Context: an optimization exercise on an open-source flow, tuned for small area, a short achievable clock period and few clock cycles. The choices shown serve that exercise and are no tape-out recipe. Only simulation tests tie the RTL to the original design; equivalence was not proved. No activity file was given, so power comes from the tool's default toggle rates.

== v53 ==
// mml_voice
module mml_voice (
    input  wire        clk,
    input  wire        rst,         
    input  wire        in_valid,
    input  wire [7:0]  in_byte,
    input  wire        in_last,     
    output reg         in_ready,
    output reg         out_valid,
    input  wire        out_ready,
    output reg  [1:0]  out_kind,    
    output reg  [18:0] out_freq,    
    output reg  [28:0] out_dur,     
    output reg  [1:0]  out_fill,    
    output reg  [3:0]  out_vol,     
    output reg  [2:0]  out_err,     
    output reg         out_fg       
);
Size: ~2,600 cells after synthesis, about 75 I/O pins, ~0.016 mm2 of cells after synthesis.
==> flow/config.mk <==
export PLATFORM = sky130hd
export DESIGN_NAME = mml_voice
export DESIGN_NICKNAME = mml_voice
export VERILOG_FILES = /design/flow/design.v
export SDC_FILE = /design/flow/constraint.sdc
export NUM_CORES = 4
export LEC_CHECK = 0
export ABC_AREA = 1
export CAP_MARGIN = 20
export CORE_MARGIN = 2
export CORE_UTILIZATION = 40
export CTS_CLUSTER_DIAMETER = 100
export CTS_CLUSTER_SIZE = 24
export SLEW_MARGIN = 20
==> flow/constraint.sdc <==
create_clock -name core_clock -period 10.0 [get_ports {clk}]
set_input_delay 2.0000 -clock core_clock [delete_from_list [all_inputs] [get_ports {clk}]]
set_output_delay 2.0000 -clock core_clock [all_outputs]
set_load 0.01 [all_outputs]
standard.sh (not shown) runs the stock make flow with config.mk's settings and CLKGATE_MAP_FILE= SYNTH_SCRIPT=/design/flow/synth_recipe.tcl, a recipe that flattens the netlist after the stock synthesis.
==> flow/flow/run.sh <==
#!/bin/bash
set -euo pipefail
bash standard.sh synth > synth.log 2>&1
bash standard.sh SETUP_SLACK_MARGIN=6.6 "BUFFER_PORTS_ARGS=-buffer_cell sky130_fd_sc_hd__buf_2" finish > layout.log 2>&1
The flow did not stop early for v53: all stages ran, and the layout cleared the timing, DRC and antenna checks.
Testbench counts of v53, summed over its fixed seeds: cycles 18,967.
[inputs] v21 vs v53
==> flow/flow/run.sh <==
#!/bin/bash
set -euo pipefail
bash standard.sh synth > synth.log 2>&1
bash standard.sh SETUP_SLACK_MARGIN=6.5 "BUFFER_PORTS_ARGS=-buffer_cell sky130_fd_sc_hd__buf_2" finish > layout.log 2>&1
==> comparison <==
Required time at the endpoint of the critical path delta (v21 -> v53): insignificant
Final cell count (v21 over v53): decrease, about 0.9%
| total routed wirelength | v21 vs v53 | 3.2% lower |
Diff v53 -> v21 | total power | down by a few percent
Taking v53 as 1.0, v21 lands at 1.10 on critical path depth.
Compared to v53, v21 has setup slack after placement 360 ps lower.
The standard cell area after detailed placement on v53 is in line with that on v21.
The following lists how v43 was set up differently from v21:
# v21
export LEC_CHECK = 0
export ABC_AREA = 1
export CAP_MARGIN = 20
export CORE_MARGIN = 2
export CORE_UTILIZATION = 40
export CTS_CLUSTER_DIAMETER = 100
export CTS_CLUSTER_SIZE = 24
export SLEW_MARGIN = 20
create_clock -name core_clock -period 10.0 [get_ports {clk}]
# v43
export LEC_CHECK = 0
export ABC_AREA = 1
export CAP_MARGIN = 20
export CORE_MARGIN = 2
export CORE_UTILIZATION = 40
export CTS_BUF_LIST = sky130_fd_sc_hd__clkbuf_4 sky130_fd_sc_hd__clkbuf_8
export SLEW_MARGIN = 20
create_clock -name core_clock -period 10.0 [get_ports {clk}]
Notes after the runs:
Area: v43 vs v21 -> v43 larger
v43 completed every stage of the flow, and the final layout passed the timing, DRC and antenna checks.
Compared with v21, v43 shows a combined area of the multi-input logic cells that is about 0.45% lower.
The clock skew in v43 sits 5.2 ps above the value recorded for v21.
Static leakage power (lower): v21
In v43 the overall routed net length turned out 1100 um higher than in v21.
When v43 is measured against v21, its total routing usage reported by global routing turns out 0.58 points higher.
Going from v21 to v43, sequential power share -1.2 points, area growth from synthesis to final layout higher.
The H-tree depth in v43 was higher than what v21 gave.
On final setup slack of the worst path, v21 beats v43.
The inputs of v13 differ from those of v43 as listed below.
# v43
export LEC_CHECK = 0
export ABC_AREA = 1
export CAP_MARGIN = 20
export CORE_MARGIN = 2
export CORE_UTILIZATION = 40
export CTS_BUF_LIST = sky130_fd_sc_hd__clkbuf_4 sky130_fd_sc_hd__clkbuf_8
export SLEW_MARGIN = 20
create_clock -name core_clock -period 10.0 [get_ports {clk}]
# v13
export LEC_CHECK = 0
export CAP_MARGIN = 20
export CORE_MARGIN = 2
export CORE_UTILIZATION = 40
export CTS_CLUSTER_DIAMETER = 60
export CTS_CLUSTER_SIZE = 22
export SLEW_MARGIN = 20
create_clock -name core_clock -period 10.0 [get_ports {clk}]
==> run summary <==
Relative to v43, number of filler cells placed in the layout has gone down in v13. The flow did not stop early for v13: all stages ran, and the layout cleared the timing, DRC and antenna checks. Compared with v43, v13 shows a higher per-cell routed wire length. Between v43 and v13, the post-layout instance count excluding filler cells is higher for v43. Of the two values seen for standard cell with the maximum stage delay on the critical path, sky130_fd_sc_hd__edfxtp_1 was produced by v13 and sky130_fd_sc_hd__dfxtp_2 by v43.
> inputs changed (v13 -> v27)
# v13
export LEC_CHECK = 0
export CAP_MARGIN = 20
export CORE_MARGIN = 2
export CORE_UTILIZATION = 40
export CTS_CLUSTER_DIAMETER = 60
export CTS_CLUSTER_SIZE = 22
export SLEW_MARGIN = 20
create_clock -name core_clock -period 10.0 [get_ports {clk}]
# v27
export LEC_CHECK = 0
export ABC_AREA = 1
export CAP_MARGIN = 20
export CORE_MARGIN = 2
export CORE_UTILIZATION = 40
export SLEW_MARGIN = 20
export TNS_END_PERCENT = 10
create_clock -name core_clock -period 10.0 [get_ports {clk}]
==> comparison <==
- v27 completed; timing, DRC and antenna clean
- v13 was larger in final cell area than v27.
- When v27 is set beside v13, its biggest fanout along the worst timing path turns out to be 3 larger.
- Compared to v13, v27 was floorplanned on a smaller die.
- Delta(met1 layer usage reported by global route, v27 - v13) < 0
- v27 ended up with simple AND/OR/NAND/NOR gates as its main combinational cell family by area after synthesis; v13 ended up with compound AO/OA/AOI/OAI gates.
- The transition time of the tightest slew-check pin of v27 falls short of that of v13 by 240 ps.
- Comparing v13 and v27, the lower maximum number of pins on one net before global-route repair was measured on v27.

[afterwards: timing with drivers on the ports]
How much do the figures lean on ideal ports? The routed layouts below were timed once more, with nothing changed but the port constraints.
Step 1: set_driving_cell puts a clkbuf_16 on clk and a buf_2 on each other input, an assumption about the parent block.
Step 2, shift: input delay + t, output delay - t, t = (earliest + latest rising clock arrival at the registers) / 2. This alone moves slack from input paths to output paths.
Three values: no drivers, after step 1, after step 2; two values: the first two.
| run | t (ns) | setup WS [ns] | clock arrival spread, ns | worst data-port slew with drivers (ns) | pins driven straight from the clock port |
|---|---|---|---|---|---|
| v53 | 0.538 | 6.461 / 6.461 / 6.081 | 0.020 / 0.021 | 0.06 | 1 |
| v21 | 0.544 | 6.590 / 6.590 / 6.101 | 0.028 / 0.028 | 0.05 | 1 |
| v43 | 0.648 | 6.548 / 6.548 / 5.979 | 0.034 / 0.034 | 0.04 | 1 |
| v13 | 0.617 | 6.001 / 6.001 / 5.556 | 0.024 / 0.024 | 0.06 | 1 |
| v27 | 0.613 | 6.482 / 6.482 / 5.937 | 0.010 / 0.010 | 0.03 | 1 |
After both steps setup and hold are still met in every run listed. For v43, which loses most, drivers alone change the setup slack by 0.000 ns; drivers and shift together by -0.569 ns.
